From an optimization exercise on the open Yosys and OpenROAD flow, aimed at small area, a short achievable clock period and few clock cycles; shortcuts taken in it are not production practice. Only simulation tests tie the RTL to the original design; equivalence was not proved. Power figures rest on the tool's default switching activity, not on a simulated workload.

==> inputs of exp/sierra <==
## dvb_voice
module dvb_voice (
    input  wire        clk,
    input  wire        rst,
    input  wire        cfg_we,
    input  wire [6:0]  cfg_addr,
    input  wire [7:0]  cfg_data,
    input  wire        cmd_valid,
    output wire        cmd_ready,
    input  wire [1:0]  cmd_op,
    input  wire [6:0]  cmd_note,
    input  wire [6:0]  cmd_vel,
    input  wire [15:0] cmd_count,
    output wire        out_valid,
    input  wire        out_ready,
    output wire [15:0] out_sample,
    output wire        active
);
export LEC_CHECK = 0
export ABC_AREA = 1
export ABC_CLOCK_PERIOD_IN_PS = 100000
export CAP_MARGIN = 20
export CORE_MARGIN = 2
export CORE_UTILIZATION = 40
export PLACE_DENSITY = 0.6
export SLEW_MARGIN = 20
create_clock -name core_clock -period 180.0 [get_ports {clk}]
run.sh (not shown) runs the stock make flow with config.mk's settings and CLKGATE_MAP_FILE= SYNTH_SCRIPT=/design/flow/synth_recipe.tcl, a recipe that flattens the netlist after the stock synthesis.
==> exp/yarrow: changes against exp/sierra <==
--- a/flow/design.v
+++ b/flow/design.v
@@ -47,19 +47,20 @@
     localparam [3:0] U_U     = 4'd2;
     localparam [3:0] U_F     = 4'd3;
     localparam [3:0] U_FMOV  = 4'd4;
     localparam [3:0] U_FINE  = 4'd5;
     localparam [3:0] U_RMOV  = 4'd6;
     localparam [3:0] U_X     = 4'd7;
-    localparam [3:0] U_DSET  = 4'd8;
+    localparam [3:0] U_XMOV  = 4'd8;
     localparam [3:0] U_DIV   = 4'd9;
     localparam [3:0] U_SSET  = 4'd10;
     localparam [3:0] U_SDIV  = 4'd11;
     localparam [3:0] U_KSET  = 4'd12;
     localparam [3:0] U_KMUL  = 4'd13;
     localparam [3:0] U_DONE  = 4'd14;
+    localparam [3:0] U_PMOV  = 4'd15;
     reg [1:0]   initial_wave;
     reg [7:0]   seq_speed;
     reg [4:0]   seq_length;
     reg [7:0]   attack_length;
     reg [6:0]   attack_level;
     reg [7:0]   decay_length;
@@ -149,13 +150,12 @@
     reg [28:0] vol_vel;         
     assign active = active_q;
     reg [3:0]  ust;
     reg [5:0]  cnt;
     reg        eng_next;        
     reg [32:0] acc;
-    reg [15:0] rem;
     reg [22:0] qr;
     reg [21:0] pin;             
     wire       vdl_nz  = (vib_delay_left != 8'd0);
     wire [7:0] vdl_dec;
     wire       vdl_co;
     dvb_rca #(8) u_vdl (.a(vib_delay_left), .b(8'hff), .ci(1'b0), .s(vdl_dec), .co(vdl_co));
@@ -318,17 +318,16 @@
             5'd29: sin_mag = 15'd4756;
             5'd30: sin_mag = 15'd3196;
             default: sin_mag = 15'd1606;
         endcase
     end
     wire sin_neg  = e_vp[5];
-    wire vib_zero = (vib_depth == 8'd0) || (e_vp[4:0] == 5'd0);
     reg  [3:0]  u_oct;
     reg  [1:0]  u_m3;
     always @(*) begin
-        case (rem[15:10])
+        case (pin[15:10])
             6'd0:  begin u_oct = 4'd0;  u_m3 = 2'd0; end
             6'd1:  begin u_oct = 4'd0;  u_m3 = 2'd1; end
             6'd2:  begin u_oct = 4'd0;  u_m3 = 2'd2; end
             6'd3:  begin u_oct = 4'd1;  u_m3 = 2'd0; end
             6'd4:  begin u_oct = 4'd1;  u_m3 = 2'd1; end
             6'd5:  begin u_oct = 4'd1;  u_m3 = 2'd2; end
@@ -373,13 +372,13 @@
             6'd44: begin u_oct = 4'd14; u_m3 = 2'd2; end
             6'd45: begin u_oct = 4'd15; u_m3 = 2'd0; end
             6'd46: begin u_oct = 4'd15; u_m3 = 2'd1; end
             default: begin u_oct = 4'd15; u_m3 = 2'd2; end
         endcase
     end
-    wire [3:0] u_semi = {u_m3, rem[9:8]};
+    wire [3:0] u_semi = {u_m3, pin[9:8]};
     reg [16:0] semi_rd;
     always @(*) begin
         case (u_semi)
             4'd0:  semi_rd = 17'd65536;
             4'd1:  semi_rd = 17'd69433;
             4'd2:  semi_rd = 17'd73562;
@@ -406,12 +405,19 @@
     dvb_rca #(11) u_note (.a({3'd0, note_b}), .b({{3{arp_eff[7]}}, arp_eff}), .ci(1'b0),
                           .s(note_a), .co(note_co));
     wire [5:0] div_n0 = (e_aw == 2'd0) ? 6'd20 : (e_aw == 2'd3) ? 6'd22 : 6'd21;    
     wire [5:0] div_n;
     wire       div_n_co;
     dvb_rca #(6) u_divn (.a(div_n0), .b({2'd0, u_oct}), .ci(1'b0), .s(div_n), .co(div_n_co));
+    wire [5:0] div_kp;
+    wire       div_kp_co;
+    dvb_rca #(6) u_divk (.a(div_n), .b(6'd42), .ci(1'b0), .s(div_kp), .co(div_kp_co));    
+    wire [5:0] kp_cmp_s;
+    wire       kp_ge;           
+    dvb_rca #(6) u_kpc (.a(cnt), .b(~div_kp), .ci(1'b1), .s(kp_cmp_s), .co(kp_ge));
+    wire       num_live = div_kp[5] | (div_kp == 6'd0) | kp_ge;
     wire [6:0] dec_diff;
     wire       dec_co;
     dvb_rca #(7) u_ddf (.a(attack_level), .b(~decay_level_eff), .ci(1'b1), .s(dec_diff), .co(dec_co));
     reg [6:0] st_lvl;
     reg [7:0] st_len;
     always @(*) begin
@@ -423,52 +429,48 @@
     end
     localparam [5:0] C55 = 6'd55;
     reg        mbit;
     always @(*) begin
         case (ust)
             U_VIB:   mbit = vib_depth[cnt[2:0]];
-            U_F:     mbit = rem[cnt[2:0]];
+            U_F:     mbit = pin[cnt[2:0]];
             U_FINE:  mbit = qr[16];
             U_X:     mbit = C55[cnt[2:0]];
             U_KMUL:  mbit = velocity[cnt[2:0]];
             default: mbit = 1'b0;
         endcase
     end
     reg [32:0] mval;
     reg        mneg;
     always @(*) begin
         mneg = 1'b0;
         case (ust)
-            U_START: mval = vib_zero ? {{8{note_a[10]}}, note_a, 14'd0} : {{16{note_a[10]}}, note_a, 6'd0};
+            U_START: mval = {{16{note_a[10]}}, note_a, 6'd0};
             U_VIB:   begin mval = {18'd0, sin_mag}; mneg = sin_neg; end
             U_F:     mval = 33'd3897;
             U_FINE:  mval = {16'd0, semi_rd};
             U_X:     mval = {16'd0, qr[16:0]};
-            U_SSET:  mval = {26'd0, st_lvl};
+            U_DIV:   begin mval = {17'd0, rate_eff}; mneg = ~acc[32]; end
+            U_SDIV:  begin mval = {25'd0, st_len}; mneg = ~acc[32]; end
             U_KMUL:  mval = {10'd0, eng_next ? vol_n : env_volume};
             default: mval = 33'd0;
         endcase
     end
+    wire div_st  = (ust == U_DIV) || (ust == U_SDIV);
+    wire div_fd  = qr[22] & ((ust == U_SDIV) | num_live);
     wire acc_clr = (ust == U_START) || (ust == U_U) || (ust == U_FMOV) || (ust == U_RMOV) ||
-                   (ust == U_SSET) || (ust == U_KSET);
-    wire acc_add = (ust == U_START) || (ust == U_SSET) || mbit;
-    wire [32:0] acc_a = acc_clr ? 33'd0 : {acc[31:0], 1'b0};
+                   (ust == U_XMOV) || (ust == U_SSET) || (ust == U_KSET);
+    wire acc_add = (ust == U_START) || div_st || mbit;
+    wire [32:0] acc_a = acc_clr ? 33'd0 : {acc[31:0], div_st & div_fd};
     wire [32:0] acc_b = acc_add ? (mneg ? ~mval : mval) : 33'd0;
     wire [32:0] acc_sum;
     wire        acc_co;
     dvb_rca #(33) u_acc (.a(acc_a), .b(acc_b), .ci(acc_add & mneg), .s(acc_sum), .co(acc_co));
     wire [26:0] u_raw  = acc[32:6];
     wire        u_over = (u_raw[25:16] != 10'd0) || (u_raw[15] && u_raw[14]);
     wire [15:0] u_cl   = u_raw[26] ? 16'd0 : u_over ? 16'd49151 : u_raw[15:0];
-    wire        div_bit = (ust == U_SDIV) ? acc[6] : acc[22];
-    wire [16:0] div_r2  = {rem, div_bit};
-    wire [15:0] div_d   = (ust == U_SDIV) ? {8'd0, st_len} : rate_eff;
-    wire [16:0] div_df;
-    wire        div_q;
-    dvb_rca #(17) u_div (.a(div_r2), .b(~{1'b0, div_d}), .ci(1'b1), .s(div_df), .co(div_q));
-    wire [15:0] div_rn  = div_q ? div_df[15:0] : div_r2[15:0];
     wire [5:0] cnt_dec;
     wire       cnt_co;
     dvb_rca #(6) u_cnt (.a(cnt), .b(6'h3f), .ci(1'b0), .s(cnt_dec), .co(cnt_co));
     wire       cnt_z = (cnt == 6'd0);
     wire eng_ready = (ust == U_DONE) && eng_next;
     reg  [7:0] w_mag;
@@ -526,32 +528,34 @@
                     5'd30: w_mag = 8'd25;
                     default: w_mag = 8'd12;
                 endcase
             end
         endcase
     end
-    wire [28:0] pp [0:6];
-    wire [35:0] prow [0:6];
+    wire [7:0] wm = w_mag & {8{env_state[2]}};
+    wire       wn = w_neg & env_state[2];
+    wire [28:0] ppn [0:6];
+    wire [35:0] prn [0:6];
     genvar gi;
     generate
         for (gi = 0; gi < 7; gi = gi + 1) begin : g_pp
-            assign pp[gi] = w_mag[gi] ? vol_vel : 29'd0;
+            assign ppn[gi] = ~({29{wm[gi]}} & vol_vel);
         end
-        assign prow[0] = {7'd0, pp[0]};
+        assign prn[0] = {7'h7f, ppn[0]};
         for (gi = 1; gi < 7; gi = gi + 1) begin : g_row
             wire [28:0] rs;
             wire        rc;
-            dvb_rca #(29) u_row (.a(prow[gi-1][28+gi:gi]), .b(pp[gi]), .ci(1'b0), .s(rs), .co(rc));
+            dvb_rca #(29) u_row (.a(prn[gi-1][28+gi:gi]), .b(ppn[gi]), .ci(1'b1), .s(rs), .co(rc));
             if (gi < 6) begin : g_mid
-                assign prow[gi] = {{(6-gi){1'b0}}, rc, rs, prow[gi-1][gi-1:0]};
+                assign prn[gi] = {{(6-gi){1'b1}}, rc, rs, prn[gi-1][gi-1:0]};
             end else begin : g_last
-                assign prow[gi] = {rc, rs, prow[gi-1][gi-1:0]};
+                assign prn[gi] = {rc, rs, prn[gi-1][gi-1:0]};
             end
         end
     endgenerate
-    wire [20:0] s_x = w_mag[7] ? vol_vel[28:8] : prow[6][35:15];
+    wire [20:0] s_x = wm[7] ? vol_vel[28:8] : ~prn[6][35:15];
     wire [13:0] s_a = s_x[20:7];
     wire [13:0] s_c;
     wire        s_cc;
     dvb_rca #(14) u_dc (.a(s_a), .b({7'd0, s_x[6:0]}), .ci(1'b0), .s(s_c), .co(s_cc));
     wire [7:0]  s_a2 = {s_cc, s_c[13:7]};
     wire [7:0]  s_s;
@@ -565,13 +569,13 @@
     wire [13:0] s_q0;
     wire        s_qc;
     dvb_rca #(14) u_dq (.a(s_a), .b({6'd0, s_t}), .ci(1'b0), .s(s_q0), .co(s_qc));
     wire [15:0] s_q = {1'b0, s_qc, s_q0};
     wire [15:0] sample;
     wire        smp_co;
-    dvb_rca #(16) u_neg (.a(s_q ^ {16{w_neg}}), .b(16'd0), .ci(w_neg), .s(sample), .co(smp_co));
+    dvb_rca #(16) u_neg (.a(s_q ^ {16{wn}}), .b(16'd0), .ci(wn), .s(sample), .co(smp_co));
     wire [21:0] ph_sum;
     wire        ph_co;
     dvb_rca #(22) u_ph (.a(phase), .b(phase_inc), .ci(1'b0), .s(ph_sum), .co(ph_co));
     wire [15:0] tick_sum;
     wire        tick_c;
     dvb_rca #(16) u_ts (.a(tick_acc), .b(16'd50), .ci(1'b0), .s(tick_sum), .co(tick_c));
@@ -597,13 +601,13 @@
     assign out_sample = out_sample_q;
     wire fl_zero    = (frames_left == 16'd0);
     wire need_tick  = !ticked && env_state[2] && tick_due;
     wire prod_slot  = (ctl == C_RENDER) && !sv && !fl_zero;
     wire prod_frame = prod_slot && !need_tick;
     wire do_tick    = prod_slot && need_tick && eng_ready;
-    wire [15:0] new_sample = env_state[2] ? sample : 16'd0;
+    wire [15:0] new_sample = sample;
     wire o_free     = ~ov | out_ready;
     always @(posedge clk) begin
         if (rst) begin
             active_q <= 1'b0;
         end else if (ctl == C_CMD) begin
             if (op_q == 2'd0)
@@ -612,13 +616,13 @@
                 active_q <= 1'b0;
         end else if (do_tick) begin
             active_q <= st_n[2];
         end
     end
     always @(posedge clk) begin
-        if (rst_q) begin
+        if (rst) begin
             ctl         <= C_IDLE;
             cmd_ready_q <= 1'b1;
             out_valid_q <= 1'b0;
             ov          <= 1'b0;
             sv          <= 1'b0;
             ticked      <= 1'b0;
@@ -760,32 +764,33 @@
                         phase <= ph_sum & wave_mask(active_wave);
                 end
             end
         endcase
     end
     always @(posedge clk) begin
-        if (rst_q) begin
+        if (rst) begin
             ust      <= U_DONE;
             eng_next <= 1'b0;
         end else begin
             case (ust)
-                U_START: ust <= vib_zero ? U_U : U_VIB;
+                U_START: ust <= U_VIB;
                 U_VIB:   if (cnt_z) ust <= U_U;
                 U_U:     ust <= (u_cl[7:0] == 8'd0) ? U_RMOV : U_F;
                 U_F:     if (cnt_z) ust <= U_FMOV;
                 U_FMOV:  ust <= (acc[19:8] == 12'd0) ? U_RMOV : U_FINE;
                 U_FINE:  if (cnt_z) ust <= U_RMOV;
                 U_RMOV:  ust <= U_X;
-                U_X:     if (cnt_z) ust <= U_DSET;
-                U_DSET:  ust <= U_DIV;
-                U_DIV:   if (cnt_z) ust <= eng_next ? U_SSET : U_KSET;
+                U_X:     if (cnt_z) ust <= U_XMOV;
+                U_XMOV:  ust <= U_DIV;
+                U_DIV:   if (cnt_z) ust <= U_PMOV;
+                U_PMOV:  ust <= eng_next ? U_SSET : U_KSET;
                 U_SSET:  ust <= U_SDIV;
                 U_SDIV:  if (cnt_z) ust <= U_KSET;
-                U_KSET:  ust <= U_KMUL;
+                U_KSET:  ust <= (!eng_next && env_state[1:0] == 2'b00) ? U_DONE : U_KMUL;
                 U_KMUL:  if (cnt_z) ust <= U_DONE;
-                default: begin
+                U_DONE: begin
                     if (!eng_next && ctl == C_NOTEON) begin
                         eng_next <= 1'b1;
                         ust      <= U_START;
                     end
                 end
             endcase
@@ -800,26 +805,27 @@
                 ust <= U_SSET;
             end
         end
     end
     always @(posedge clk) begin
         case (ust)
-            U_START, U_U, U_FMOV, U_RMOV, U_SSET, U_KSET, U_VIB, U_F, U_FINE, U_X, U_KMUL, U_DIV, U_SDIV:
+            U_START, U_U, U_FMOV, U_RMOV, U_XMOV, U_SSET, U_KSET, U_VIB, U_F, U_FINE, U_X, U_KMUL, U_DIV, U_SDIV:
                 acc <= acc_sum;
             default: ;
         endcase
         case (ust)
             U_START: cnt <= 6'd7;
-            U_U:     begin rem <= u_cl; cnt <= 6'd7; end
+            U_U:     begin pin <= {6'd0, u_cl}; cnt <= 6'd7; end
             U_FMOV:  begin qr <= {6'd0, 5'b10000, acc[19:8]}; cnt <= 6'd16; end
             U_FINE:  begin qr <= {qr[21:0], 1'b0}; cnt <= cnt_dec; end
             U_RMOV:  begin qr <= {6'd0, (acc[32:16] == 17'd0) ? semi_rd : acc[32:16]}; cnt <= 6'd5; end
-            U_DSET:  begin cnt <= div_n; rem <= 16'd0; pin <= 22'd0; end
-            U_DIV:   begin rem <= div_rn; pin <= {pin[20:0], div_q}; cnt <= cnt_dec; end
-            U_SSET:  begin rem <= 16'd0; cnt <= 6'd22; end
-            U_SDIV:  begin rem <= div_rn; qr <= {qr[21:0], div_q}; cnt <= cnt_dec; end
+            U_XMOV:  begin qr <= acc[22:0]; cnt <= div_n; end
+            U_DIV:   begin qr <= {qr[21:0], ~acc_sum[32]}; cnt <= cnt_dec; end
+            U_PMOV:  pin <= {qr[21] & (div_n != 6'd20), qr[20:0]};
+            U_SSET:  begin qr <= {st_lvl, 16'd0}; cnt <= 6'd22; end
+            U_SDIV:  begin qr <= {qr[21:0], ~acc_sum[32]}; cnt <= cnt_dec; end
             U_KSET:  cnt <= 6'd6;
             U_VIB, U_F, U_X, U_KMUL: cnt <= cnt_dec;
             default: ;
         endcase
     end
 endmodule
--- a/flow/config.mk
+++ b/flow/config.mk
@@ -7,8 +7,9 @@
 export LEC_CHECK = 0
 export ABC_AREA = 1
 export ABC_CLOCK_PERIOD_IN_PS = 100000
 export CAP_MARGIN = 20
 export CORE_MARGIN = 2
 export CORE_UTILIZATION = 40
+export CTS_BUF_LIST = sky130_fd_sc_hd__clkbuf_8
 export PLACE_DENSITY = 0.6
 export SLEW_MARGIN = 20
==> run summary <==
Of exp/sierra and exp/yarrow, exp/sierra has the higher sequential power (gap about 2%, measured against exp/yarrow).
In via count, exp/sierra and exp/yarrow hardly differ.
Against exp/sierra, the routed wire length of exp/yarrow is higher by about 4%.
Utilization is about the same in exp/sierra and exp/yarrow.
In exp/sierra the die area is larger than in exp/yarrow, by about 2.3%.
In exp/yarrow the sequential share of layout area is higher than in exp/sierra, by 0.053 points.
Between exp/sierra and exp/yarrow, the lower global-route usage is in exp/sierra (gap 1.0 points).
Between exp/yarrow and exp/sierra, the lower final cell count is in exp/yarrow (gap about 3%, measured against exp/sierra).
Between exp/yarrow and exp/sierra, the lower power is in exp/yarrow (gap about 35%, measured against exp/sierra).
In critical path depth, exp/sierra and exp/yarrow do not differ.
Testbench counts of exp/sierra, summed over its fixed seeds: cycles 645,731.
Testbench counts of exp/yarrow, summed over its fixed seeds: cycles 646,383.

-- static timing again, ports no longer ideal --
The flow's constraints put no driver on any port. The routed layouts listed below were extracted and timed again, unchanged, in two steps.
Step 1, drivers: a clkbuf_16 drives clk and a buf_2 each remaining input, both assumed.
Step 2 moves the port delays by t, midway between the first and last clock arrival at a register: inputs arrive t later, outputs are due t later. That takes back most of the time a late clock gives input paths.
Three values: ideal ports, drivers, drivers and shift; two values: the first two.
run | t, ns | slack for setup (ns) | hold slack, ns | worst data-port slew with drivers (ns)
exp/sierra | 0.682 | 142.446 / 142.382 / 142.399 | 0.421 / 0.421 / 0.421 | 0.05
exp/yarrow | 0.832 | 142.187 / 142.122 / 141.626 | 0.418 / 0.418 / 0.418 | 0.09
After both steps every run listed still meets setup and hold. The setup slack of exp/yarrow, which loses most, moves by -0.065 ns with the drivers and by -0.561 ns with both steps.
